From an optimization exercise on the open Yosys and OpenROAD flow, aimed at small area and few clock cycles; shortcuts taken in it are not production practice. Only simulation tests tie the RTL to the original design; equivalence was not proved.

<file path="flow/config.mk">
export PLATFORM = sky130hd
export DESIGN_NAME = mfc_codec
export DESIGN_NICKNAME = mfc_codec
export VERILOG_FILES = /design/flow/design.v
export SDC_FILE = /design/flow/constraint.sdc
export NUM_CORES = 4
export LEC_CHECK = 0
export CAP_MARGIN = 20
export CORE_MARGIN = 2
export CORE_UTILIZATION = 40
export SLEW_MARGIN = 20
</file>
<file path="flow/constraint.sdc">
create_clock -name core_clock -period 15.0 [get_ports {clk}]
set_input_delay 3.0000 -clock core_clock [delete_from_list [all_inputs] [get_ports {clk}]]
set_output_delay 3.0000 -clock core_clock [all_outputs]
set_load 0.01 [all_outputs]
</file>
<file path="flow/design.v">
module mfc_codec (
    input  wire        clk,
    input  wire        rst,           
    input  wire        cmd_valid,
    output wire        cmd_ready,
    input  wire [95:0] cmd_word,
    input  wire        din_valid,
    output wire        din_ready,
    input  wire [7:0]  din_data,
    output wire        val_valid,
    input  wire        val_ready,
    output wire [63:0] val_data,
    output wire        done,
    output wire [3:0]  done_code,
    output wire [3:0]  done_sub,
    output wire [31:0] done_res,
    output wire        rx_valid,
    output wire [16:0] rx_len,
    output wire        rsp_valid,
    output wire        rsp_trail,
    output reg  [15:0] rsp_tid,
    output reg  [15:0] rsp_pid,
    output reg  [15:0] rsp_len,
    output reg  [7:0]  rsp_unit,
    output reg  [7:0]  rsp_fc,
    output reg  [7:0]  rsp_bc
);
    localparam OP_RESET  = 8'h01;
    localparam OP_LOADF  = 8'h20;
    localparam OP_DECODE = 8'h21;
    localparam OP_VALUES = 8'h28;
    localparam OP_VALUE  = 8'h29;
    localparam C_OK        = 4'd0;
    localparam C_MALFORMED = 4'd3;
    localparam C_STRUCT    = 4'd4;
    localparam C_RANGE     = 4'd5;
    localparam C_ILLEGAL   = 4'd10;
    localparam C_PRECOND   = 4'd11;
    localparam RXKEEP = 263;
    localparam DKEEP  = 254;
    localparam K_RESET  = 3'd0;
    localparam K_LOAD   = 3'd1;
    localparam K_DECODE = 3'd2;
    localparam K_VALUES = 3'd3;
    localparam K_VALUE  = 3'd4;
    localparam K_E0     = 3'd5;        
    localparam K_E1     = 3'd6;        
    localparam K_E2     = 3'd7;        
    localparam QD = 8;                 
    localparam QA = 3;
    reg [8*RXKEEP-1:0]   rxbuf;         
    reg [8*DKEEP-1:0]    rspdata;       
    reg [2:0]            q_kind [0:QD-1];
    reg [2:0]            q_type [0:QD-1];
    reg [7:0]            q_idx  [0:QD-1];
    reg                  q_ihi  [0:QD-1];    
    reg [QA-1:0]         q_wp, q_rp;
    reg [QA:0]           q_cnt;
    reg                  ld_pend;       
    reg                  ld_busy;       
    reg [16:0]           ld_total;
    reg [16:0]           ld_cnt;
    reg                  ld_last;       
    reg                  dec_pend;      
    reg [6:0]            vcur;          
    reg                  dec_adj;       
    reg                  last_load;     
    reg                  rxv;
    reg [16:0]           rxl;
    reg                  rspv;
    reg                  trail;
    reg                  rdone;
    reg [3:0]            rcode;
    reg [3:0]            rsub;
    reg [16:0]           rres;
    wire [7:0]  op       = cmd_word[95:88];
    wire [2:0]  c_type   = cmd_word[82:80];
    wire [15:0] c_index  = cmd_word[79:64];
    wire [23:0] c_nbytes = cmd_word[23:0];
    wire op_known = (op == OP_RESET) || (op == OP_LOADF) || (op == OP_DECODE) ||
                    (op == OP_VALUES) || (op == OP_VALUE);
    reg resv_bad;
    always @(*) begin
        case (op)
            OP_LOADF:  resv_bad = |cmd_word[87:24];
            OP_VALUES: resv_bad = (|cmd_word[87:83]) || (|cmd_word[79:64]) || (|cmd_word[63:0]);
            OP_VALUE:  resv_bad = (|cmd_word[87:83]) || (|cmd_word[63:0]);
            default:   resv_bad = |cmd_word[87:0];
        endcase
    end
    reg [2:0] c_kind;
    always @(*) begin
        if (!op_known)                                     c_kind = K_E0;
        else if (resv_bad)                                 c_kind = K_E1;
        else if (op == OP_RESET)                           c_kind = K_RESET;
        else if (op == OP_LOADF && c_nbytes > 24'd65541)   c_kind = K_E2;
        else if (op == OP_LOADF)                           c_kind = K_LOAD;
        else if (op == OP_DECODE)                          c_kind = K_DECODE;
        else if (op == OP_VALUES)                          c_kind = K_VALUES;
        else                                               c_kind = K_VALUE;
    end
    wire       h_valid = (q_cnt != 0);
    wire [2:0] h_kind  = q_kind[q_rp];
    wire [2:0] h_type  = q_type[q_rp];
    wire [7:0] h_idx   = q_idx[q_rp];
    wire       h_ihi   = q_ihi[q_rp];
    function [7:0] chunk_count(input [2:0] t, input [7:0] bc);
        case (t)
            3'd0, 3'd1:       chunk_count = {1'b0, bc[7:1]};
            3'd2, 3'd3, 3'd4: chunk_count = {2'b0, bc[7:2]};
            default:          chunk_count = {3'b0, bc[7:3]};
        endcase
    endfunction
    wire [7:0] h_count = chunk_count(h_type, rsp_bc);
    wire       h_isval = (h_kind == K_VALUES) || (h_kind == K_VALUE);
    wire       h_inrange = (h_kind == K_VALUES) ? (h_count != 8'd0)
                                                : (!h_ihi && (h_idx < h_count));
    wire       v_active = h_valid && !rdone && h_isval && rspv && h_inrange;
    wire [6:0] v_chunk  = (h_kind == K_VALUES) ? vcur : h_idx[6:0];
    wire       v_last   = (h_kind == K_VALUE) || ({1'b0, vcur} == h_count - 8'd1);
    wire       ld_fin   = ld_busy && din_valid && ld_last;
    wire       ld_ready = !ld_busy || ld_fin;
    wire h_go     = h_valid && !rdone;
    wire dec_now  = h_go && (h_kind == K_DECODE);
    wire load_now = h_go && (h_kind == K_LOAD) && ld_ready;
    wire rst_now  = h_go && (h_kind == K_RESET);
    wire h_retire = h_go && (
                        (h_kind == K_LOAD) ? ld_ready :
                        h_isval            ? (!v_active || (val_ready && v_last)) :
                        1'b1);
    wire crec     = h_retire && (h_kind != K_DECODE);
    wire ld_free  = (!ld_pend || load_now) &&
                    (!dec_pend || dec_now || (load_now && dec_adj));
    assign cmd_ready = ((q_cnt != QD) || h_retire) &&
                       !(c_kind == K_LOAD && !ld_free) &&
                       !(c_kind == K_DECODE && dec_pend);
    wire q_push = cmd_valid && cmd_ready;
    assign din_ready = ld_busy;
    reg [3:0]  ccode, csub;
    reg [16:0] cres;
    always @(*) begin
        ccode = C_OK; csub = 4'd0; cres = 17'd0;
        if (h_kind == K_LOAD)
            cres = ld_total;
        else if (h_kind == K_RESET)
            ;
        else if (!h_isval) begin
            ccode = C_ILLEGAL;
            csub  = (h_kind == K_E0) ? 4'd0 : (h_kind == K_E1) ? 4'd1 : 4'd2;
        end else if (!rspv) begin
            ccode = C_PRECOND; csub = 4'd2;
        end else if (!h_inrange) begin
            ccode = (h_kind == K_VALUE) ? C_RANGE : C_OK;
        end else
            cres = (h_kind == K_VALUE) ? 17'd1 : {9'd0, h_count};
    end
    assign done      = rdone | crec;
    assign done_code = rdone ? rcode : ccode;
    assign done_sub  = rdone ? rsub  : csub;
    assign done_res  = {15'd0, rdone ? rres : cres};
    assign rx_valid  = load_now | (rxv & !rst_now);
    assign rx_len    = load_now ? ld_total : rst_now ? 17'd0 : rxl;
    assign rsp_valid = rspv & !rst_now;
    assign rsp_trail = trail & !rst_now;
    wire [7:0]  f_bc   = rxbuf[8*8 +: 8];
    wire [15:0] f_len  = {rxbuf[8*4 +: 8], rxbuf[8*5 +: 8]};
    wire [16:0] f_need = {1'b0, f_len} + 17'd6;
    wire [16:0] f_avail = rxl - 17'd9;
    wire        f_short = rxl < 17'd9;
    wire        f_lenbad = rxl != f_need;
    wire        f_bcbad  = f_avail < {9'b0, f_bc};
    wire [63:0] rows [0:31];
    genvar gr;
    generate
        for (gr = 0; gr < 31; gr = gr + 1) begin : g_rows
            assign rows[gr] = rspdata[64*gr +: 64];
        end
    endgenerate
    assign rows[31] = {16'd0, rspdata[8*DKEEP-1 : 64*31]};
    wire t_w2 = (h_type == 3'd0) || (h_type == 3'd1);
    wire t_w4 = (h_type == 3'd2) || (h_type == 3'd3) || (h_type == 3'd4);
    wire [4:0] rowsel = t_w2 ? v_chunk[6:2] : t_w4 ? v_chunk[5:1] : v_chunk[4:0];
    wire [63:0] R = rows[rowsel];
    wire [7:0] b0 = R[7:0],   b1 = R[15:8],  b2 = R[23:16], b3 = R[31:24];
    wire [7:0] b4 = R[39:32], b5 = R[47:40], b6 = R[55:48], b7 = R[63:56];
    reg [15:0] r2;
    always @(*) begin
        case (v_chunk[1:0])
            2'd0: r2 = {b0, b1};
            2'd1: r2 = {b2, b3};
            2'd2: r2 = {b4, b5};
            default: r2 = {b6, b7};
        endcase
    end
    wire [31:0] r4 = v_chunk[0] ? {b4, b5, b6, b7} : {b0, b1, b2, b3};
    wire [63:0] r8 = {b0, b1, b2, b3, b4, b5, b6, b7};
    reg [63:0] v_word;
    always @(*) begin
        case (h_type)
            3'd0:    v_word = {{48{r2[15]}}, r2};
            3'd1:    v_word = {48'd0, r2};
            3'd2:    v_word = {{32{r4[31]}}, r4};
            3'd3,
            3'd4:    v_word = {32'd0, r4};
            default: v_word = r8;
        endcase
    end
    assign val_valid = v_active;
    assign val_data  = v_word;
    integer k;
    always @(posedge clk) begin
        if (rst) begin
            rdone     <= 1'b0;
            rcode     <= 4'd0;
            rsub      <= 4'd0;
            rres      <= 17'd0;
            rxv       <= 1'b0;
            rxl       <= 17'd0;
            rspv      <= 1'b0;
            trail     <= 1'b0;
            q_wp      <= {QA{1'b0}};
            q_rp      <= {QA{1'b0}};
            q_cnt     <= {(QA+1){1'b0}};
            ld_pend   <= 1'b0;
            ld_busy   <= 1'b0;
            ld_total  <= 17'd0;
            ld_cnt    <= 17'd0;
            ld_last   <= 1'b0;
            dec_pend  <= 1'b0;
            dec_adj   <= 1'b0;
            last_load <= 1'b0;
            vcur      <= 7'd0;
        end else begin
            rdone <= 1'b0;
            if (h_retire)
                q_rp <= q_rp + 1'b1;
            if (v_active && val_ready)
                vcur <= v_last ? 7'd0 : vcur + 7'd1;
            if (rst_now) begin
                rxv   <= 1'b0;
                rxl   <= 17'd0;
                rspv  <= 1'b0;
                trail <= 1'b0;
            end
            if (load_now) begin
                rxv     <= 1'b1;
                rxl     <= ld_total;
                ld_pend <= 1'b0;
            end
            if (dec_now) begin
                dec_pend <= 1'b0;
                rdone <= 1'b1; rsub <= 4'd0; rres <= 17'd0;
                if (!rxv) begin
                    rcode <= C_PRECOND; rsub <= 4'd1;
                end else begin
                    rspv  <= 1'b0;
                    trail <= 1'b0;
                    if (f_short)
                        rcode <= C_MALFORMED;
                    else if (f_lenbad)
                        rcode <= C_STRUCT;
                    else if (f_bcbad) begin
                        rcode <= C_STRUCT; rsub <= 4'd1;
                    end else begin
                        rsp_tid  <= {rxbuf[8*0 +: 8], rxbuf[8*1 +: 8]};
                        rsp_pid  <= {rxbuf[8*2 +: 8], rxbuf[8*3 +: 8]};
                        rsp_len  <= f_len;
                        rsp_unit <= rxbuf[8*6 +: 8];
                        rsp_fc   <= rxbuf[8*7 +: 8];
                        rsp_bc   <= f_bc;
                        rspdata  <= rxbuf[8*(9+DKEEP)-1 : 8*9];
                        trail    <= f_avail > {9'b0, f_bc};
                        rspv     <= 1'b1;
                        rcode    <= C_OK;
                        rres     <= {9'd0, f_bc};
                    end
                end
            end
            if (ld_busy && din_valid) begin
                for (k = 0; k < RXKEEP; k = k + 1)
                    if (ld_cnt == k)
                        rxbuf[8*k +: 8] <= din_data;
                ld_cnt  <= ld_cnt + 17'd1;
                ld_last <= (ld_cnt + 17'd2 == ld_total);
                if (ld_fin)
                    ld_busy <= 1'b0;
            end
            if (q_push) begin
                q_kind[q_wp] <= c_kind;
                q_type[q_wp] <= c_type;
                q_idx[q_wp]  <= c_index[7:0];
                q_ihi[q_wp]  <= |c_index[15:8];
                q_wp <= q_wp + 1'b1;
                last_load <= (c_kind == K_LOAD);
                if (c_kind == K_LOAD) begin
                    ld_pend  <= 1'b1;
                    ld_total <= c_nbytes[16:0];
                    ld_cnt   <= 17'd0;
                    ld_busy  <= |c_nbytes[16:0];
                    ld_last  <= (c_nbytes[16:0] == 17'd1);
                end
                if (c_kind == K_DECODE) begin
                    dec_pend <= 1'b1;
                    dec_adj  <= last_load && ld_pend && !load_now;
                end
            end
            q_cnt <= q_cnt + (q_push ? 1'b1 : 1'b0) - (h_retire ? 1'b1 : 1'b0);
        end
    end
endmodule
</file>
<file path="flow/run.sh">
#!/bin/bash
# synth_recipe.tcl (not shown) runs the flow's synth.tcl, then flattens the netlist and writes it again
# the make line also repeats each setting of config.mk as NAME=value (left out here)
make -C /OpenROAD-flow-scripts/flow DESIGN_CONFIG=/design/flow/config.mk WORK_HOME=/design/flow/orfs CLKGATE_MAP_FILE= SYNTH_SCRIPT=/design/flow/synth_recipe.tcl finish
</file>
==> summary.txt, run 1 <==
The run finished with no timing, DRC or antenna violations. The number of max-capacitance violations reported is 0. The xor and xnor fraction of the mapped netlist area is 0.00450. The global-route usage over all layers is 0.242.

The worst endpoint data arrival time is between 9000 and 10000 ps. The max-slew violation total from the final report is 0. The first-pass iteration count of the detailed router came out at 9. The die is between 600 and 700 µm tall. The clock slew seen by the registers of the worst setup and hold paths came out at 60 ps. The via count of the first global-routing pass came out at around 80k.

The smallest hold slack is about 400 ps. The sequential element share of the synthesized area came out at 0.857. The detailed-placement wirelength estimate came out at roughly 290 mm. The area share of the leading cell type in the synthesized netlist is 0.845. The average via count per standard cell is between 6 and 7. The buffer levels on the longest clock path came out at 4.

The count of nets left with antenna violations after detail routing is 0. The critical path class is register to output pin. The path class of the tightest hold or removal check is register to register. The maximum fanout encountered on the critical timing path came out at between 50 and 60.

The dominant cell type by area after synthesis is sky130_fd_sc_hd__edfxtp_1. The post-cts sizing count is 0. In this run the most critical hold path is launched from rxbuf[1299]$_DFFE_PP_. Counting flops and latches in the post-synthesis netlist gives about 4.4k.

The total overflow reported by the global router is 0. Of the total synthesized cell area, the portion taken by AND, OR, NAND and NOR gates is 0.0460.

The final cell count without fillers came out at roughly 14k. The total I/O pin count is 309. The path with the worst hold slack has its endpoint at rspdata[1227]$_DFFE_PP_. The proportion of register bits with asynchronous set or reset after synthesis is 0.

The starting density of the core came out at 0.402. The setup slack after placement came out at roughly 3100 ps. The count of flip-flops with a built-in enable after synthesis is approximately 4.3k. The detail-routed net length per standard cell is 34.9 µm. The library cell used most frequently in the layout, excluding fill and tap cells, is sky130_fd_sc_hd__edfxtp_1. The growth of design area from synthesis to finish is 15.9%. Summed over all layers, the routed wires come to slightly below 500 mm. The number of antenna violations at the first check in global routing was 23. The first global-routing pass estimated between 600 and 700 mm of wire. Among the stages of the critical path, the cell type that occurs most often is sky130_fd_sc_hd__buf_4. In the finished design, the share of the clock period the worst path needs comes to 0.865. The maximum single-stage delay on the critical path is roughly 830 ps.

The number of buffer and inverter instances along the worst setup path is 4. The floorplan step defined a die boundary enclosing a little under 0.4 mm². The complex-gate fraction of the synthesized area is 0.0664.

By area, the combinational part of the netlist is dominated by compound AO/OA/AOI/OAI gates. The final layout contains 8633 nets. Counting tap cells, the placed design contains a total of roughly 13k instances. Synthesis produced 7841 cells. The clock tree from TritonCTS is done. The maximum clock skew at final layout is around 67 ps. Among all flip-flop cells after synthesis, the most frequent one is sky130_fd_sc_hd__edfxtp_1.

The final weighted congestion in routability-driven placement is 0.935. The count of routing violations after the opening detailed-route iteration came out at 15.0k. The clock latency reported for the late side of the worst-skew pair is 1000 ps. The critical path required time came out at 12000 ps. The share of synthesized cell area in full adder, half adder and majority cells is 0.00233. The depth of the worst register-to-register path came out at 21.

Fill cells in the final layout number approximately 31k. For this run, the number of Yosys warnings is 1. The worst max-slew margin expressed relative to the limit came out at 0.0773.

CTS saw ~4.4k sinks. The endpoint of the most critical register-to-register path is q_cnt[2]$_SDFF_PP0_. The number of buffers added to fix hold violations after cts is 0.

At the end of the flow the core is filled with cells to 0.466. Each instance of the synthesized netlist takes up on average 19.6 µm². The horizontal die dimension is 624 µm. The number of setup buffers added after CTS came out at 0.

The post-route minimum period came out at 12980 ps. STA classifies the critical path endpoint as an output pin. The cell area after synthesis is 0.154 mm². Entering global routing, the biggest net connects 165 pins. The count of buffers added on input and output ports is about 290.

The worst setup path is launched from a register. The number of different library cells used by synthesis comes to between 100 and 150. The number of rows in the core area is 227. In the routed design, unresolved DRC markers number 0. The final hold violation count was 0.

Setup slack on the worst reg-to-reg path comes out at about 7400 ps. The kind of cell with the highest combined delay on the critical path is simple AND/OR/NAND/NOR gates. The placeable core area came out at 0.383 mm². The ratio of cells with drive above 1 in the final layout is 0.133.

The tree is rooted in a sky130_fd_sc_hd__clkbuf_16. The mux contribution to synthesized area came out at 0.0109. Based on the critical path, the design can be clocked at up to a little under 80 MHz. The slowest stage of the critical path belongs to the cell sky130_fd_sc_hd__nor3_1. Setup violations remaining at the end of the flow were counted as 0. After synthesis, the cell types taking the most area are sky130_fd_sc_hd__edfxtp_1 85%, sky130_fd_sc_hd__a22oi_1 2.2%, sky130_fd_sc_hd__dfxtp_1 1.2%.

The minimum setup slack in the final design is slightly above 2000 ps. The transition time at the pin with the least slew margin came out at 1380 ps. The top cell types in the final layout, fill and taps aside, are 4328 x sky130_fd_sc_hd__edfxtp_1, 450 x sky130_fd_sc_hd__a22oi_1, 422 x sky130_fd_sc_hd__clkbuf_16. The total vias in the final route is between 80k and 90k. The accumulated negative setup slack is 0 ps. Traced cell by cell, the critical path runs through buf_4 > mux4_2 > mux2_2 > o21ai_4 > buf_4 > nand2_2 > a21oi_1 > or3_2 > and3_4 > nand4b_1 > or3_4 > buf_4 > nor2_1 > a41oi_1 > nor2_1 > nor3_1 > clkdlybuf4s50_1. The H-tree generated during clock tree synthesis spans 5 levels.

Setup repair after global routing left no endpoint under its margin. The number of instances on the worst hold path is 0. The CTS buffer count came out at 418.
[stage by stage]
step | area, µm²
final | 178000
after global placement | 164000
after detailed placement | 164000
after floorplan | 154000
after CTS | 178000
after global routing | 178000
[cell usage after synthesis, types with 10 or more instances]
cell	number
sky130_fd_sc_hd__edfxtp_1	4328
sky130_fd_sc_hd__a22oi_1	450
sky130_fd_sc_hd__nor2_1	401
sky130_fd_sc_hd__nand2_1	338
sky130_fd_sc_hd__clkbuf_1	171
sky130_fd_sc_hd__nand3_1	155
sky130_fd_sc_hd__a22o_1	139
sky130_fd_sc_hd__buf_2	128
sky130_fd_sc_hd__a21oi_1	124
sky130_fd_sc_hd__nand4_1	116
sky130_fd_sc_hd__a221oi_1	104
sky130_fd_sc_hd__a222oi_1	93
sky130_fd_sc_hd__dfxtp_1	93
sky130_fd_sc_hd__nor3_1	90
sky130_fd_sc_hd__o21ai_0	76
sky130_fd_sc_hd__and3_1	58
sky130_fd_sc_hd__buf_1	56
sky130_fd_sc_hd__nor4_1	55
sky130_fd_sc_hd__inv_1	50
sky130_fd_sc_hd__mux2i_1	50
sky130_fd_sc_hd__xnor2_1	48
sky130_fd_sc_hd__and2_1	44
sky130_fd_sc_hd__mux2_2	40
sky130_fd_sc_hd__a2111oi_0	34
sky130_fd_sc_hd__nor2b_1	33
sky130_fd_sc_hd__and4_1	32
sky130_fd_sc_hd__o211ai_1	31
sky130_fd_sc_hd__xor2_1	31
sky130_fd_sc_hd__mux4_2	29
sky130_fd_sc_hd__ha_1	27
sky130_fd_sc_hd__a221o_1	24
sky130_fd_sc_hd__buf_4	24
sky130_fd_sc_hd__a211oi_1	23
sky130_fd_sc_hd__a31oi_1	23
sky130_fd_sc_hd__a41oi_1	21
sky130_fd_sc_hd__a21o_1	17
sky130_fd_sc_hd__a32oi_1	17
sky130_fd_sc_hd__or4_1	17
sky130_fd_sc_hd__nand2b_1	16
sky130_fd_sc_hd__o2111ai_1	16
sky130_fd_sc_hd__o31ai_1	16
sky130_fd_sc_hd__o22ai_1	15
sky130_fd_sc_hd__or3_1	12
sky130_fd_sc_hd__nand3_2	11
sky130_fd_sc_hd__o221ai_1	10
[metal layers]
metal,wire length [µm],vias up,part of all wire,global-route usage
met4,32200,4,0.066,0.138
li1,-,33249,-,-
met5,61,-,0.00013,0
met2,223000,5987,0.46,0.380
met1,177000,43072,0.37,0.317
met3,52400,1142,0.11,0.0466
[worst max-delay path by stage]
stage                        start                   end  slack, ps  cells past startpoint
after floorplan                rst  rres[0]$_SDFFE_PP0P_       2140                      5
after global placement    register           val_data[5]       3210                     18
after detailed placement  register           val_data[5]       3140                     16
after CTS                 register           val_data[5]       2130                     16
after global routing      register           val_data[5]       1740                     16
final                     register           val_data[7]       2020                     17
[sequential cells by signal, indices dropped and copies added, names as in the netlist, 3 cells and up, named ones only]
register and count:
ld_cnt 17, ld_total 17, q_cnt 4, q_idx 64
q_ihi 8, q_kind 24, q_rp 3, q_type 24
q_wp 3, rcode 3, rres 8, rsp_bc 8
rsp_fc 8, rsp_len 16, rsp_pid 16, rsp_tid 16
rsp_unit 8, rspdata 2032, rxbuf 2104, rxl 17
vcur 7
[logic make-up (layout without fill, tap and decap cells)]
group                    count (synthesis)  after routing
AND/OR/NAND/NOR                       1431           1431
XOR/XNOR                                79             79
buffers and inverters                  439           1426
AO/OA/AOI/OAI                         1319           1319
flip-flops                            4421           4421
other                                    1             35
adder cells (fa/ha/maj)                 28             28
multiplexers                           123            123
[area by class of cell]
class,count,area (µm²),share of cell area
flip-flops and latches,4421,132000,0.740
multi-input cells,2997,20800,0.116
clock buffers,524,11000,0.0616
well taps,5038,6300,0.0354
repair buffers,605,5520,0.0310
clock inverters,244,2570,0.0144
inverters,53,199,0.00112
diodes,18,45.0,0.000253
[worst reg2reg max path, stage by stage, from the launching register on]
cell	delay, ps
sky130_fd_sc_hd__dfxtp_1	310
sky130_fd_sc_hd__buf_4	460
sky130_fd_sc_hd__mux4_2	420
sky130_fd_sc_hd__mux2_2	430
sky130_fd_sc_hd__o21ai_4	610
sky130_fd_sc_hd__buf_4	520
sky130_fd_sc_hd__nand2_2	250
sky130_fd_sc_hd__o21ai_1	460
sky130_fd_sc_hd__nand3_1	300
sky130_fd_sc_hd__o311a_1	430
sky130_fd_sc_hd__or3_1	310
sky130_fd_sc_hd__a221oi_1	580
sky130_fd_sc_hd__o2111ai_1	200
sky130_fd_sc_hd__and3_1	460
sky130_fd_sc_hd__nor2_1	280
sky130_fd_sc_hd__inv_2	170
sky130_fd_sc_hd__ha_1	320
sky130_fd_sc_hd__inv_1	50
sky130_fd_sc_hd__ha_1	210
sky130_fd_sc_hd__fa_1	410
sky130_fd_sc_hd__xnor2_1	180
sky130_fd_sc_hd__nor2_1	50
Testbench counts, summed over its fixed seeds: cycles 13,160.
==> inputs of run 2 (changes only) <==
--- a/flow/design.v
+++ b/flow/design.v
@@ -38,5 +38,4 @@
     localparam C_PRECOND   = 4'd11;
     localparam RXKEEP = 263;
-    localparam DKEEP  = 254;
     localparam K_RESET  = 3'd0;
     localparam K_LOAD   = 3'd1;
@@ -49,6 +48,18 @@
     localparam QD = 8;                 
     localparam QA = 3;
-    reg [8*RXKEEP-1:0]   rxbuf;         
-    reg [8*DKEEP-1:0]    rspdata;       
+    reg [63:0]           ra [0:31];     
+    reg [63:0]           rb [0:31];     
+    reg [71:0]           hdr;           
+    reg [55:0]           stg;           
+    reg [63:0]           hold;          
+    reg                  inj_pend;      
+    reg                  inj_dual;      
+    reg [4:0]            inj_row;
+    reg [4:0]            tc;            
+    reg [4:0]            bphase;        
+    reg [4:0]            aphase;        
+    reg                  xfer_req;      
+    reg                  xfer_act;      
+    reg [2:0]            xfer_cnt;
     reg [2:0]            q_kind [0:QD-1];
     reg [2:0]            q_type [0:QD-1];
@@ -116,8 +127,21 @@
     wire       h_inrange = (h_kind == K_VALUES) ? (h_count != 8'd0)
                                                 : (!h_ihi && (h_idx < h_count));
-    wire       v_active = h_valid && !rdone && h_isval && rspv && h_inrange;
+    wire       v_hold;
+    wire       v_active = h_valid && !rdone && !v_hold && h_isval && rspv && h_inrange;
     wire [6:0] v_chunk  = (h_kind == K_VALUES) ? vcur : h_idx[6:0];
     wire       v_last   = (h_kind == K_VALUE) || ({1'b0, vcur} == h_count - 8'd1);
-    wire       ld_fin   = ld_busy && din_valid && ld_last;
+    wire [8:0] d_idx    = ld_cnt[8:0] - 9'd9;             
+    wire       in_hdr   = (ld_cnt < 17'd9);
+    wire       in_data  = !in_hdr && (ld_cnt < RXKEEP);
+    wire [2:0] d_lane   = d_idx[2:0];
+    wire [4:0] d_row    = d_idx[7:3];
+    wire       closing  = in_data && ((d_lane == 3'd7) || (d_idx == 9'd253) || ld_last);
+    wire [4:0] f_inj    = {inj_row[1:0], inj_row[4:2]};
+    wire       inj_now  = inj_pend && ((inj_row == 5'd0) || (tc == bphase - 5'd1 + f_inj));
+    wire       din_ok   = !closing || ((!inj_pend || inj_now) && !xfer_req && !xfer_act);
+    assign din_ready = ld_busy && din_ok;
+    wire       din_take = din_valid && ld_busy && din_ok;
+    wire       ld_fin   = din_take && ld_last;
+    wire       xfer_go  = xfer_req && !xfer_act;
     wire       ld_ready = !ld_busy || ld_fin;
     wire h_go     = h_valid && !rdone;
@@ -127,5 +151,5 @@
     wire h_retire = h_go && (
                         (h_kind == K_LOAD) ? ld_ready :
-                        h_isval            ? (!v_active || (val_ready && v_last)) :
+                        h_isval            ? (!v_hold && (!v_active || (val_ready && v_last))) :
                         1'b1);
     wire crec     = h_retire && (h_kind != K_DECODE);
@@ -136,5 +160,4 @@
                        !(c_kind == K_DECODE && dec_pend);
     wire q_push = cmd_valid && cmd_ready;
-    assign din_ready = ld_busy;
     reg [3:0]  ccode, csub;
     reg [16:0] cres;
@@ -163,6 +186,6 @@
     assign rsp_valid = rspv & !rst_now;
     assign rsp_trail = trail & !rst_now;
-    wire [7:0]  f_bc   = rxbuf[8*8 +: 8];
-    wire [15:0] f_len  = {rxbuf[8*4 +: 8], rxbuf[8*5 +: 8]};
+    wire [7:0]  f_bc   = hdr[8*8 +: 8];
+    wire [15:0] f_len  = {hdr[8*4 +: 8], hdr[8*5 +: 8]};
     wire [16:0] f_need = {1'b0, f_len} + 17'd6;
     wire [16:0] f_avail = rxl - 17'd9;
@@ -170,16 +193,10 @@
     wire        f_lenbad = rxl != f_need;
     wire        f_bcbad  = f_avail < {9'b0, f_bc};
-    wire [63:0] rows [0:31];
-    genvar gr;
-    generate
-        for (gr = 0; gr < 31; gr = gr + 1) begin : g_rows
-            assign rows[gr] = rspdata[64*gr +: 64];
-        end
-    endgenerate
-    assign rows[31] = {16'd0, rspdata[8*DKEEP-1 : 64*31]};
     wire t_w2 = (h_type == 3'd0) || (h_type == 3'd1);
     wire t_w4 = (h_type == 3'd2) || (h_type == 3'd3) || (h_type == 3'd4);
     wire [4:0] rowsel = t_w2 ? v_chunk[6:2] : t_w4 ? v_chunk[5:1] : v_chunk[4:0];
-    wire [63:0] R = rows[rowsel];
+    wire [4:0] rpos  = tc - aphase - {rowsel[1:0], rowsel[4:2]};
+    wire [63:0] R = ra[rpos];
+    assign v_hold = xfer_req || xfer_act || (inj_pend && inj_dual && (rowsel == inj_row));
     wire [7:0] b0 = R[7:0],   b1 = R[15:8],  b2 = R[23:16], b3 = R[31:24];
     wire [7:0] b4 = R[39:32], b5 = R[47:40], b6 = R[55:48], b7 = R[63:56];
@@ -208,4 +225,13 @@
     assign val_valid = v_active;
     assign val_data  = v_word;
+    integer p;
+    always @(posedge clk) begin
+        rb[0] <= inj_now ? hold : rb[31];
+        for (p = 1; p < 32; p = p + 1)
+            rb[p] <= rb[p-1];
+        for (p = 0; p < 32; p = p + 1)
+            ra[p] <= (p == 0 && inj_now && inj_dual) ? hold :
+                     (xfer_act && (p % 8 == 0)) ? rb[(p+31) % 32] : ra[(p+31) % 32];
+    end
     integer k;
     always @(posedge clk) begin
@@ -231,5 +257,15 @@
             last_load <= 1'b0;
             vcur      <= 7'd0;
+            inj_pend  <= 1'b0;
+            inj_dual  <= 1'b0;
+            inj_row   <= 5'd0;
+            tc        <= 5'd0;
+            bphase    <= 5'd0;
+            aphase    <= 5'd0;
+            xfer_req  <= 1'b0;
+            xfer_act  <= 1'b0;
+            xfer_cnt  <= 3'd0;
         end else begin
+            tc <= tc + 5'd1;
             rdone <= 1'b0;
             if (h_retire)
@@ -263,11 +299,12 @@
                         rcode <= C_STRUCT; rsub <= 4'd1;
                     end else begin
-                        rsp_tid  <= {rxbuf[8*0 +: 8], rxbuf[8*1 +: 8]};
-                        rsp_pid  <= {rxbuf[8*2 +: 8], rxbuf[8*3 +: 8]};
+                        rsp_tid  <= {hdr[8*0 +: 8], hdr[8*1 +: 8]};
+                        rsp_pid  <= {hdr[8*2 +: 8], hdr[8*3 +: 8]};
                         rsp_len  <= f_len;
-                        rsp_unit <= rxbuf[8*6 +: 8];
-                        rsp_fc   <= rxbuf[8*7 +: 8];
+                        rsp_unit <= hdr[8*6 +: 8];
+                        rsp_fc   <= hdr[8*7 +: 8];
                         rsp_bc   <= f_bc;
-                        rspdata  <= rxbuf[8*(9+DKEEP)-1 : 8*9];
+                        xfer_req <= 1'b1;
+                        inj_dual <= inj_pend && !inj_now;
                         trail    <= f_avail > {9'b0, f_bc};
                         rspv     <= 1'b1;
@@ -277,8 +314,11 @@
                 end
             end
-            if (ld_busy && din_valid) begin
-                for (k = 0; k < RXKEEP; k = k + 1)
+            if (din_take) begin
+                for (k = 0; k < 9; k = k + 1)
                     if (ld_cnt == k)
-                        rxbuf[8*k +: 8] <= din_data;
+                        hdr[8*k +: 8] <= din_data;
+                for (k = 0; k < 7; k = k + 1)
+                    if (in_data && d_lane == k)
+                        stg[8*k +: 8] <= din_data;
                 ld_cnt  <= ld_cnt + 17'd1;
                 ld_last <= (ld_cnt + 17'd2 == ld_total);
@@ -286,4 +326,30 @@
                     ld_busy <= 1'b0;
             end
+            if (inj_now) begin
+                inj_pend <= 1'b0;
+                inj_dual <= 1'b0;
+                if (inj_row == 5'd0)
+                    bphase <= tc + 5'd1;
+            end
+            if (din_take && closing) begin
+                for (k = 0; k < 8; k = k + 1)
+                    hold[8*k +: 8] <= (d_lane == k) ? din_data :
+                                      (k < 7) ? stg[8*k +: 8] : 8'd0;
+                inj_pend <= 1'b1;
+                inj_row  <= d_row;
+            end
+            if (xfer_go) begin
+                xfer_req <= 1'b0;
+                xfer_act <= 1'b1;
+                xfer_cnt <= 3'd0;
+                aphase   <= bphase;
+            end
+            if (inj_now && inj_dual && inj_row == 5'd0)
+                aphase <= tc + 5'd1;
+            if (xfer_act) begin
+                xfer_cnt <= xfer_cnt + 3'd1;
+                if (xfer_cnt == 3'd7)
+                    xfer_act <= 1'b0;
+            end
             if (q_push) begin
                 q_kind[q_wp] <= c_kind;
==> run 2 against run 1 <==
  * Worst setup slack worse by 830 ps
  * Still clean
  * Count of clock-buffer cells in the layout up 85
  * Wire length down 28%
  * Non-clock buffer count down 152
  * Synthesized cell count up 13%
  * Flip-flop and latch count up 179
==> summary.txt, run 2 <==
Of all cell types, the one taking the most synthesized area is sky130_fd_sc_hd__dfxtp_1. The proportion of register bits with asynchronous set or reset after synthesis came out at 0 (unchanged). The achievable clock frequency is 72.4 MHz (-6.0%). The flow ran to the end and the layout has no timing, DRC or antenna violations. Setup repair after global routing left no endpoint under its margin. The detailed-placement wirelength estimate was 222 mm (-24%).

The total I/O pin count is 309 (unchanged). The largest registers in the layout are ra: 2048 flops, rb: 2048 flops, hdr: 72 flops. The floorplan die area came to 0.315 mm² (-19%). The depth of the worst register-to-register path is 20 (-4.8%). The floorplan die height is 561 µm (-10%). The most common cell after layout, fill and taps aside is sky130_fd_sc_hd__dfxtp_1. The pin count of the biggest net entering global routing is 108 (-35%). The sequential cell area is 0.0959 mm² (-27%). The worst max-slew margin expressed relative to the limit was 0.166 (+0.0887). The maximum fanout encountered on the critical timing path came out at 74 (+40%). The remaining routing DRC violations is 0 (unchanged). The most frequent cell after synthesis is sky130_fd_sc_hd__dfxtp_1. The final weighted congestion in routability-driven placement came out at 0.921 (-1.5%).

The smallest hold slack came out at 260 ps (-129 ps). The transition time at the pin with the least slew margin is 1250 ps (-133 ps). The CTS buffer count is 425 (+1.7%).

The horizontal die dimension is 561 µm (-10%). The count of nets left with antenna violations after detail routing came out at 0 (unchanged). The average cell area after synthesis is 14.0 µm² (-28%). The filler cell count is 26.8k (-15%).

The cell area after synthesis is 0.124 mm² (-19%). The final hold violation count came out at 0 (unchanged). The average via count per standard cell is 5.27 (-12%). The via count of the first global-routing pass was 72.7k (-8.7%). The number of port buffers is 291 (unchanged). The total number of yosys warnings was 3 (+2).

The number of max-capacitance violations reported was 0 (unchanged). The number of setup buffers added after CTS came out at 0 (unchanged).

The number of buffers added to fix hold violations after cts is 0 (unchanged). The placeable core area came out at 0.309 mm² (-19%). The count of routing violations after the opening detailed-route iteration came to 7768 (-48%).

The post-route minimum period was 13810 ps (+832 ps). The detail-routed net length per standard cell is 25.4 µm (-27%). In this run the clock root is driven by a sky130_fd_sc_hd__clkbuf_16. The area occupied by multi-input gates came out at 0.0266 mm² (+28%). The number of rows in the core area is 204 (-10%). The library cells used most frequently in the layout, excluding fill and tap cells, are 4215 x sky130_fd_sc_hd__dfxtp_1, 719 x sky130_fd_sc_hd__nand2_1, 443 x sky130_fd_sc_hd__clkbuf_16. The final cycle utilization of the critical path was 0.921 (+0.0555). The synthesis-stage register bit count is 4600 (+4.0%).

The post-cts sizing count came out at 0 (unchanged). The aggregate routed wire length came to 351 mm (-28%). The buffer levels on the longest clock path is 4 (unchanged).

After synthesis, the cell types taking the most area are sky130_fd_sc_hd__dfxtp_1 68%, sky130_fd_sc_hd__edfxtp_1 9.3%, sky130_fd_sc_hd__mux2_2 2.7%. The startpoint class of the critical path is a register. The final cell count without fillers came out at 13.8k (-0.70%). The maximum clock skew at final layout is 95.4 ps (+28.0 ps). The startpoint identified for the worst hold timing path is rb[27][52]$_DFF_P_.

The first-pass iteration count of the detailed router is 6 (-3). The area share of the leading cell type in the synthesized netlist came out at 0.679 (-0.166). The total vias in the final route is 72.7k (-13%). The first-pass GRT wire length came out at 503 mm (-23%). TritonCTS built the clock tree. The critical path required time came to 12000 ps (about the same). The worst endpoint data arrival time is 10810 ps (+830 ps). The total overflow reported by the global router came out at 0 (unchanged).

The worst setup path is captured at an output pin. The count of clock tree sinks is 4600 (+4.0%). The path class of the tightest hold or removal check is register to register.

The clock latency reported for the late side of the worst-skew pair came out at 980 ps (-20 ps). The number of placed cells counting well taps came out at 13.0k (-0.77%). The number of instances on the worst hold path is 0 (unchanged). The clock slew seen by the registers of the worst setup and hold paths is 60 ps (about the same). The number of distinct library cells after synthesis is 115 (+14%).

The number of antenna violations at the first check in global routing was 19 (-17%). The post-synthesis cell count is 8849 (+13%). The growth of design area from synthesis to finish came out at 18.2%.

The commonest cells after synthesis are 4216 x sky130_fd_sc_hd__dfxtp_1, 726 x sky130_fd_sc_hd__nand2_1, 385 x sky130_fd_sc_hd__a22oi_1. The accumulated negative setup slack came to 0 ps (unchanged). The global-route usage over all layers came out at 0.216 (-0.0261). The number of nets at the end of the flow is 9479 (+9.8%).

The starting density of the core came out at 0.402 (about the same). The ratio of cells with drive above 1 in the final layout is 0.135 (+0.00154). The count of flip-flops with a built-in enable after synthesis came to 384 (-91%). The total setup violations reported at the end of the flow was 0 (unchanged). The deepest level of the CTS H-tree is 5 (unchanged).

The sequential element share of the synthesized area is 0.772 (-0.0849). The critical path class is register to output pin. The max-slew violation total from the final report is 0 (unchanged).

The dominant synthesized flop cell is sky130_fd_sc_hd__dfxtp_1.
-- run 2: cell types whose count changed in the layout (fill, tap and decap cells not counted), moves of 87 or more --
cell                       delta
sky130_fd_sc_hd__clkinv_1    -92
sky130_fd_sc_hd__nor2_1      -87
sky130_fd_sc_hd__mux2i_1    +175
sky130_fd_sc_hd__buf_4      -148
sky130_fd_sc_hd__mux2_2     +261
sky130_fd_sc_hd__edfxtp_1  -3944
sky130_fd_sc_hd__a21oi_1    +126
sky130_fd_sc_hd__nand2_1    +384
sky130_fd_sc_hd__dfxtp_1   +4123
-- run 2: per-layer routing --
metal | track usage | wire [µm]
met5 | 0 | 12
met3 | 0.0423 | 28100
met1 | 0.291 | 150000
met4 | 0.109 | 19500
met2 | 0.332 | 153000
-- run 2: cells by family after synthesis --
kind of cell	Yosys count	synth area share
DFF	4600	0.772
muxes	558	0.0509
AOI/OAI and AO/OA	1464	0.0882
adders and majority gates	55	0.00590
and+or+nand+nor	1576	0.0586
other	1	0.0000302
buffers and inverters	506	0.0175
xor gates and xnor gates	89	0.00649
-- run 2: cell type report --
type | instances | share of cell area
diodes | 12 | 0.000204
clock buffers | 609 | 0.0847
clock inverters | 174 | 0.0141
inverters | 76 | 0.00195
multi-input cells | 3759 | 0.181
flip-flops and latches | 4600 | 0.653
well taps | 4120 | 0.0351
repair buffers | 453 | 0.0295
-- run 2: path summary, 6_finish.rpt --
check / slack [ps] / end
worst max-delay path: 1190 / val_data[31]
worst max register to register: 7830 / q_cnt[2]$_SDFF_PP0_
worst min register to register: 260 / rb[28][52]$_DFF_P_
worst min-delay path: 260 / rb[28][52]$_DFF_P_
-- run 2: through the flow --
step | utilization | setup WS, ps | cell area (µm²)
after floorplan | - | 5650 | 124000
after detailed placement | 0.428 | 2070 | 132000
after global routing | 0.476 | 730 | 147000
after CTS | 0.475 | 1030 | 147000
after global placement | 0.428 | 2260 | 132000
final | 0.476 | 1190 | 147000
-- run 2: worst max-delay path: stages, from the launching register on --
cell and delay, ps:
sky130_fd_sc_hd__dfxtp_1 880, sky130_fd_sc_hd__buf_4 420, sky130_fd_sc_hd__mux4_2 560, sky130_fd_sc_hd__and2_4 200
sky130_fd_sc_hd__a22oi_4 460, sky130_fd_sc_hd__mux2_2 640, sky130_fd_sc_hd__a211oi_1 470, sky130_fd_sc_hd__nor2_1 140
sky130_fd_sc_hd__fa_1 500, sky130_fd_sc_hd__inv_1 40, sky130_fd_sc_hd__ha_1 370, sky130_fd_sc_hd__or3_2 930
sky130_fd_sc_hd__a211oi_4 610, sky130_fd_sc_hd__buf_12 550, sky130_fd_sc_hd__a22oi_1 150, sky130_fd_sc_hd__o21ai_0 160
sky130_fd_sc_hd__o31ai_1 100, sky130_fd_sc_hd__a21oi_1 190, sky130_fd_sc_hd__o22ai_1 140, sky130_fd_sc_hd__o21bai_1 300
sky130_fd_sc_hd__nand3_1 830, sky130_fd_sc_hd__o211ai_1 920, sky130_fd_sc_hd__buf_4 260
Testbench counts of run 2, summed over its fixed seeds: cycles 13,469.
==> inputs of run 3 (changes only) <==
--- a/flow/design.v
+++ b/flow/design.v
@@ -43,7 +43,6 @@
     localparam K_VALUES = 3'd3;
     localparam K_VALUE  = 3'd4;
-    localparam K_E0     = 3'd5;        
-    localparam K_E1     = 3'd6;        
-    localparam K_E2     = 3'd7;        
+    localparam K_ERR    = 3'd5;        
+    localparam K_VOOR   = 3'd6;        
     localparam QD = 8;                 
     localparam QA = 3;
@@ -56,7 +55,6 @@
     reg                  inj_dual;      
     reg [4:0]            inj_row;
-    reg [4:0]            tc;            
-    reg [4:0]            bphase;        
-    reg [4:0]            aphase;        
+    reg [4:0]            brot;          
+    reg [4:0]            arot;          
     reg                  xfer_req;      
     reg                  xfer_act;      
@@ -64,6 +62,5 @@
     reg [2:0]            q_kind [0:QD-1];
     reg [2:0]            q_type [0:QD-1];
-    reg [7:0]            q_idx  [0:QD-1];
-    reg                  q_ihi  [0:QD-1];    
+    reg [6:0]            q_idx  [0:QD-1];
     reg [QA-1:0]         q_wp, q_rp;
     reg [QA:0]           q_cnt;
@@ -84,5 +81,5 @@
     reg [3:0]            rcode;
     reg [3:0]            rsub;
-    reg [16:0]           rres;
+    reg [7:0]            rres;
     wire [7:0]  op       = cmd_word[95:88];
     wire [2:0]  c_type   = cmd_word[82:80];
@@ -101,19 +98,30 @@
     end
     reg [2:0] c_kind;
+    reg [2:0] c_tfield;                    
     always @(*) begin
-        if (!op_known)                                     c_kind = K_E0;
-        else if (resv_bad)                                 c_kind = K_E1;
-        else if (op == OP_RESET)                           c_kind = K_RESET;
-        else if (op == OP_LOADF && c_nbytes > 24'd65541)   c_kind = K_E2;
-        else if (op == OP_LOADF)                           c_kind = K_LOAD;
-        else if (op == OP_DECODE)                          c_kind = K_DECODE;
-        else if (op == OP_VALUES)                          c_kind = K_VALUES;
-        else                                               c_kind = K_VALUE;
+        c_tfield = c_type;
+        if (!op_known) begin
+            c_kind = K_ERR; c_tfield = 3'd0;
+        end else if (resv_bad) begin
+            c_kind = K_ERR; c_tfield = 3'd1;
+        end else if (op == OP_RESET)
+            c_kind = K_RESET;
+        else if (op == OP_LOADF && c_nbytes > 24'd65541) begin
+            c_kind = K_ERR; c_tfield = 3'd2;
+        end else if (op == OP_LOADF)
+            c_kind = K_LOAD;
+        else if (op == OP_DECODE)
+            c_kind = K_DECODE;
+        else if (op == OP_VALUES)
+            c_kind = K_VALUES;
+        else if (|c_index[15:7])
+            c_kind = K_VOOR;
+        else
+            c_kind = K_VALUE;
     end
     wire       h_valid = (q_cnt != 0);
     wire [2:0] h_kind  = q_kind[q_rp];
     wire [2:0] h_type  = q_type[q_rp];
-    wire [7:0] h_idx   = q_idx[q_rp];
-    wire       h_ihi   = q_ihi[q_rp];
+    wire [6:0] h_idx   = q_idx[q_rp];
     function [7:0] chunk_count(input [2:0] t, input [7:0] bc);
         case (t)
@@ -124,10 +132,10 @@
     endfunction
     wire [7:0] h_count = chunk_count(h_type, rsp_bc);
-    wire       h_isval = (h_kind == K_VALUES) || (h_kind == K_VALUE);
-    wire       h_inrange = (h_kind == K_VALUES) ? (h_count != 8'd0)
-                                                : (!h_ihi && (h_idx < h_count));
+    wire       h_isval = (h_kind == K_VALUES) || (h_kind == K_VALUE) || (h_kind == K_VOOR);
+    wire       h_inrange = (h_kind == K_VALUES) ? (h_count != 8'd0) :
+                           (h_kind == K_VALUE)  ? ({1'b0, h_idx} < h_count) : 1'b0;
     wire       v_hold;
     wire       v_active = h_valid && !rdone && !v_hold && h_isval && rspv && h_inrange;
-    wire [6:0] v_chunk  = (h_kind == K_VALUES) ? vcur : h_idx[6:0];
+    wire [6:0] v_chunk  = (h_kind == K_VALUES) ? vcur : h_idx;
     wire       v_last   = (h_kind == K_VALUE) || ({1'b0, vcur} == h_count - 8'd1);
     wire [8:0] d_idx    = ld_cnt[8:0] - 9'd9;             
@@ -138,5 +146,5 @@
     wire       closing  = in_data && ((d_lane == 3'd7) || (d_idx == 9'd253) || ld_last);
     wire [4:0] f_inj    = {inj_row[1:0], inj_row[4:2]};
-    wire       inj_now  = inj_pend && ((inj_row == 5'd0) || (tc == bphase - 5'd1 + f_inj));
+    wire       inj_now  = inj_pend && ((inj_row == 5'd0) || (brot + 5'd1 == f_inj));
     wire       din_ok   = !closing || ((!inj_pend || inj_now) && !xfer_req && !xfer_act);
     assign din_ready = ld_busy && din_ok;
@@ -170,9 +178,9 @@
         else if (!h_isval) begin
             ccode = C_ILLEGAL;
-            csub  = (h_kind == K_E0) ? 4'd0 : (h_kind == K_E1) ? 4'd1 : 4'd2;
+            csub  = {1'b0, h_type};
         end else if (!rspv) begin
             ccode = C_PRECOND; csub = 4'd2;
         end else if (!h_inrange) begin
-            ccode = (h_kind == K_VALUE) ? C_RANGE : C_OK;
+            ccode = (h_kind == K_VALUES) ? C_OK : C_RANGE;
         end else
             cres = (h_kind == K_VALUE) ? 17'd1 : {9'd0, h_count};
@@ -181,5 +189,5 @@
     assign done_code = rdone ? rcode : ccode;
     assign done_sub  = rdone ? rsub  : csub;
-    assign done_res  = {15'd0, rdone ? rres : cres};
+    assign done_res  = {15'd0, rdone ? {9'd0, rres} : cres};
     assign rx_valid  = load_now | (rxv & !rst_now);
     assign rx_len    = load_now ? ld_total : rst_now ? 17'd0 : rxl;
@@ -196,5 +204,5 @@
     wire t_w4 = (h_type == 3'd2) || (h_type == 3'd3) || (h_type == 3'd4);
     wire [4:0] rowsel = t_w2 ? v_chunk[6:2] : t_w4 ? v_chunk[5:1] : v_chunk[4:0];
-    wire [4:0] rpos  = tc - aphase - {rowsel[1:0], rowsel[4:2]};
+    wire [4:0] rpos  = arot - {rowsel[1:0], rowsel[4:2]};
     wire [63:0] R = ra[rpos];
     assign v_hold = xfer_req || xfer_act || (inj_pend && inj_dual && (rowsel == inj_row));
@@ -240,5 +248,5 @@
             rcode     <= 4'd0;
             rsub      <= 4'd0;
-            rres      <= 17'd0;
+            rres      <= 8'd0;
             rxv       <= 1'b0;
             rxl       <= 17'd0;
@@ -260,12 +268,12 @@
             inj_dual  <= 1'b0;
             inj_row   <= 5'd0;
-            tc        <= 5'd0;
-            bphase    <= 5'd0;
-            aphase    <= 5'd0;
+            brot      <= 5'd0;
+            arot      <= 5'd0;
             xfer_req  <= 1'b0;
             xfer_act  <= 1'b0;
             xfer_cnt  <= 3'd0;
         end else begin
-            tc <= tc + 5'd1;
+            brot <= brot + 5'd1;
+            arot <= arot + 5'd1;
             rdone <= 1'b0;
             if (h_retire)
@@ -286,5 +294,5 @@
             if (dec_now) begin
                 dec_pend <= 1'b0;
-                rdone <= 1'b1; rsub <= 4'd0; rres <= 17'd0;
+                rdone <= 1'b1; rsub <= 4'd0; rres <= 8'd0;
                 if (!rxv) begin
                     rcode <= C_PRECOND; rsub <= 4'd1;
@@ -310,5 +318,5 @@
                         rspv     <= 1'b1;
                         rcode    <= C_OK;
-                        rres     <= {9'd0, f_bc};
+                        rres     <= f_bc;
                     end
                 end
@@ -330,5 +338,5 @@
                 inj_dual <= 1'b0;
                 if (inj_row == 5'd0)
-                    bphase <= tc + 5'd1;
+                    brot <= 5'd0;
             end
             if (din_take && closing) begin
@@ -343,8 +351,8 @@
                 xfer_act <= 1'b1;
                 xfer_cnt <= 3'd0;
-                aphase   <= bphase;
+                arot     <= brot + 5'd1;
             end
             if (inj_now && inj_dual && inj_row == 5'd0)
-                aphase <= tc + 5'd1;
+                arot <= 5'd0;
             if (xfer_act) begin
                 xfer_cnt <= xfer_cnt + 3'd1;
@@ -354,7 +362,6 @@
             if (q_push) begin
                 q_kind[q_wp] <= c_kind;
-                q_type[q_wp] <= c_type;
-                q_idx[q_wp]  <= c_index[7:0];
-                q_ihi[q_wp]  <= |c_index[15:8];
+                q_type[q_wp] <= c_tfield;
+                q_idx[q_wp]  <= c_index[6:0];
                 q_wp <= q_wp + 1'b1;
                 last_load <= (c_kind == K_LOAD);
--- a/flow/config.mk
+++ b/flow/config.mk
@@ -8,4 +8,6 @@
 export CAP_MARGIN = 20
 export CORE_MARGIN = 2
-export CORE_UTILIZATION = 40
+export CORE_UTILIZATION = 60
+export CTS_CLUSTER_DIAMETER = 150
+export CTS_CLUSTER_SIZE = 24
 export SLEW_MARGIN = 20
==> run 3 against run 2 <==
  * Utilization is 19 points higher
  * Maximum frequency increased by 3.4%
  * First-iteration DRC count rose by 1.6%
  * Clock skew fell by 34 ps
  * Die area fell by 34%
  * Synthesized area shrank 1.6%
  * Count of clock-buffer cells in the layout fell by 326
  * Via count decreased by 5.4%
  * Cell count fell by 16%
==> summary.txt, run 3 <==
The run finished with no timing, DRC or antenna violations. The clock slew seen by the registers of the worst setup and hold paths came out at 90 ps (+30 ps). The deepest level of the CTS H-tree is 4 (-1).

The post-synthesis cell count is 8591 (-2.9%). The first-pass iteration count of the detailed router is 8 (+2). The horizontal die dimension came out at 455 µm (-19%).

The number of nets at the end of the flow came out at 8987 (-5.2%). The critical path class is register to output pin. The critical path required time is 12000 ps (about the same). The area share of the leading cell type in the synthesized netlist is 0.690 (+0.0106).

The ratio of cells with drive above 1 in the final layout came out at 0.0941 (-0.0406). The total setup violations reported at the end of the flow is 0 (unchanged). The final weighted congestion in routability-driven placement is 0.911 (-1.0%). The count of flip-flops with a built-in enable after synthesis is 368 (-4.2%). The total vias in the final route came out at 68.8k (-5.4%).

The number of rows in the core area is 165 (-19%). The most common cell after layout, fill and taps aside is sky130_fd_sc_hd__dfxtp_1. The dominant synthesized flop cell is sky130_fd_sc_hd__dfxtp_1.

The number of buffers added to fix hold violations after cts came out at 0 (unchanged). The proportion of register bits with asynchronous set or reset after synthesis is 0 (unchanged). STA classifies the critical path endpoint as an output pin. The post-cts sizing count came to 0 (unchanged). In this design, the critical path's most frequently occurring cell is sky130_fd_sc_hd__buf_4. The fraction of the mapped netlist area in simple logic gates came out at 0.0503 (-0.00833).

By area the synthesized netlist is led by sky130_fd_sc_hd__dfxtp_1 69%, sky130_fd_sc_hd__edfxtp_1 9.0%, sky130_fd_sc_hd__mux2_2 3.1%. The top cell types in the final layout, fill and taps aside, are 4209 x sky130_fd_sc_hd__dfxtp_1, 497 x sky130_fd_sc_hd__a22oi_1, 470 x sky130_fd_sc_hd__nand2_1. The number of placed cells counting well taps is 11.3k (-13%). TritonCTS built the clock tree. The floorplan die area came to 0.207 mm² (-34%). The main combinational cell family by area after synthesis is compound AO/OA/AOI/OAI gates. The total I/O pin count came to 309 (unchanged).

The number of setup buffers added after CTS came out at 0 (unchanged). The share of the core filled with cells is 0.663 (+0.188). The xor and xnor fraction of the mapped netlist area is 0.00731 (+0.000826). The cell area after synthesis was 0.122 mm² (-1.6%). The floorplan die height was 455 µm (-19%). In the final layout, the registers with the most flip-flops are ra: 2048 flops, rb: 2048 flops, hdr: 72 flops. The complex-gate fraction of the synthesized area is 0.0909 (+0.00264). The max-slew violation total from the final report is 0 (unchanged).

The final hold violation count came out at 0 (unchanged). The global-route usage over all layers came to 0.310 (+0.0937). The aggregate routed wire length came out at 328 mm (-6.5%). The buffer levels on the longest clock path came out at 3 (-1). The worst max-slew margin expressed relative to the limit came out at 0.193 (+0.0272).

The post-route minimum period came out at 13350 ps (-458 ps). The total overflow reported by the global router is 0 (unchanged). The average via count per standard cell came out at 5.93 (+13%).

The starting density of the core was 0.604 (+0.202). The detail-routed net length per standard cell came out at 28.3 µm (+11%). The transition time at the pin with the least slew margin is 1200 ps (-51.0 ps). The achievable clock frequency is 74.9 MHz (+3.4%).

The clock latency reported for the late side of the worst-skew pair came out at 920 ps (-60 ps). The cell at the root of the clock tree is sky130_fd_sc_hd__clkbuf_16. The number of distinct library cells after synthesis is 96 (-17%). The synthesis-stage register bit count came out at 4579 (-0.46%). The largest total area in the synthesized netlist belongs to sky130_fd_sc_hd__dfxtp_1.

The signal on the critical path passes through mux4_1 > mux2i_2 > nand3_2 > nand2_1 > buf_4 > o21ai_0 > and2_1 > ha_1 > fa_1 > buf_4 > nor2b_1 > nand2_1 > a21oi_4 > buf_4 > a22oi_1 > nand4_1 > a2111oi_0 > mux2_4 > o221a_4 > o311a_1 > o41a_2 > o21ai_0 > clkdlybuf4s50_1. The sequential element share of the synthesized area is 0.780 (+0.00819). The count of nets left with antenna violations after detail routing is 0 (unchanged).

The detailed-placement wirelength estimate is 205 mm (-7.4%). The share of synthesized cell area in full adder, half adder and majority cells came out at 0.00453 (-0.00138). The maximum single-stage delay on the critical path is 1040 ps (+110 ps). After synthesis, the most frequently instantiated cells are 4211 x sky130_fd_sc_hd__dfxtp_1, 497 x sky130_fd_sc_hd__a22oi_1, 474 x sky130_fd_sc_hd__nand2_1. The maximum fanout encountered on the critical timing path came out at 32 (-57%). The slowest stage of the critical path belongs to the cell sky130_fd_sc_hd__fa_1.

The worst endpoint data arrival time came out at 10350 ps (-460 ps). The mux contribution to synthesized area came to 0.0508 (-0.000109). The count of routing violations after the opening detailed-route iteration came out at 7889 (+1.6%). STA classifies the critical path startpoint as a register. The final cycle utilization of the critical path came out at 0.890 (-0.0305). The number of port buffers came out at 292 (+0.34%).

The tightest min-delay check is of the register to register type. The pin count of the biggest net entering global routing came out at 120 (+11%). The placeable core area is 0.202 mm² (-34%). The number of buffer and inverter instances along the worst setup path is 4 (unchanged). The via count of the first global-routing pass came to 66.7k (-8.2%).

The final cell count without fillers came out at 11.6k (-16%). The total number of yosys warnings came out at 3 (unchanged). The filler cell count was 14.7k (-45%). The area growth from synthesis to layout is 9.85%. The maximum clock skew at final layout came out at 61.5 ps (-33.8 ps). Among cell families on the critical path, the largest total delay comes from compound AO/OA/AOI/OAI gates. The number of max-capacitance violations reported is 0 (unchanged).

The most frequent cell after synthesis is sky130_fd_sc_hd__dfxtp_1. The first-pass GRT wire length came out at 464 mm (-7.7%). The number of antenna violations at the first check in global routing is 18 (-1). The average cell area after synthesis was 14.2 µm² (+1.3%).

The CTS buffer count is 208 (-51%). The remaining routing DRC violations came to 0 (unchanged). Setup repair after global routing left no endpoint under its margin. The count of clock tree sinks is 4579 (-0.46%). The accumulated negative setup slack came to 0 ps (unchanged).
## run 3: cell types whose count changed in the layout (fill, tap and decap cells not counted), sizes merged, moves of 33 or more
cell    previous run  this run
clkbuf           609       283
nand2            726       477
a22oi            387       497
clkinv           101        11
a21oi            256       319
a222oi           134        77
mux2i            226       173
o21ai            126       172
nand4            114        69
mux2             304       343
inv               97        59
bufinv            33         0
## run 3: area by class of cell
class | count | area, µm² | area share
antenna | 7 | 17.5 | 0.000131
tap | 2672 | 3340 | 0.0249
multi-input combinational | 3560 | 25400 | 0.189
sequential | 4579 | 95400 | 0.711
timing repair buffer | 431 | 4070 | 0.0303
clock inverter | 16 | 357 | 0.00266
inverter | 55 | 206 | 0.00154
clock buffer | 283 | 5490 | 0.0409
## run 3: logic make-up after synthesis
family,Yosys count
flip-flops,4579
AO/OA/AOI/OAI,1558
AND/OR/NAND/NOR,1299
multiplexers,542
buffers and inverters,467
XOR/XNOR,102
adder cells (fa/ha/maj),43
other,1
## run 3: layer usage
metal  wire length, µm  up-vias  global-route usage  share of wire
li1                  -    30827                   -              -
met1            141000    34235               0.433           0.43
met2            144000     3126               0.475           0.44
met3             25200      637              0.0516          0.077
met4             17300        6               0.143          0.053
met5                37        -                   0        0.00011
## run 3: metrics by stage
stage	hold WS, ps	cell area [µm²]	setup slack (ps)
2_1_floorplan	310	122000	5930
3_3_place_gp	310	128000	2660
3_5_place_dp	312	128000	2450
4_1_cts	287	134000	1480
5_1_grt	296	134000	1330
6_report	300	134000	1650
## run 3: worst paths after layout
check	from	to	slack [ps]	cells past startpoint
setup / recovery	register	val_data[47]	1650	23
hold reg to reg	rb[6][38]$_DFF_P_	rb[7][38]$_DFF_P_	300	0
hold / removal	rb[6][38]$_DFF_P_	rb[7][38]$_DFF_P_	300	0
setup reg to reg	register	q_cnt[2]$_SDFF_PP0_	8570	19
Testbench counts of run 3, summed over its fixed seeds: cycles 13,469.

-- afterwards: timing with drivers on the ports --
The results above use ideal ports. As a check the final layouts listed here were re-extracted and re-timed, cells and wires unchanged.
Step 1 (the two cells are an assumption about what drives the block):
set clk [get_ports {clk}]
set_driving_cell -lib_cell sky130_fd_sc_hd__clkbuf_16 $clk
set_driving_cell -lib_cell sky130_fd_sc_hd__buf_2 [delete_from_list [all_inputs] $clk]
Step 2 also shifts input and output timing later by t, the mid clock arrival at the registers, as if the neighbouring blocks saw the same clock.
Three values: ideal ports, drivers, drivers and shift; two values: the first two.
run	t (ns)	setup slack, ns	hold slack, ns	worst setup path after step 2	clock arrival spread, ns
run 1	1.062	2.022 / 1.922 / 2.984	0.389 / 0.389 / 0.389	register to output	0.067 / 0.068
run 2	1.033	1.189 / 1.083 / 2.116	0.260 / 0.260 / 0.260	register to output	0.110 / 0.110
run 3	0.982	1.647 / 1.552 / 2.535	0.300 / 0.300 / 0.300	register to output	0.069 / 0.069
After both steps setup and hold are still met in every run listed.
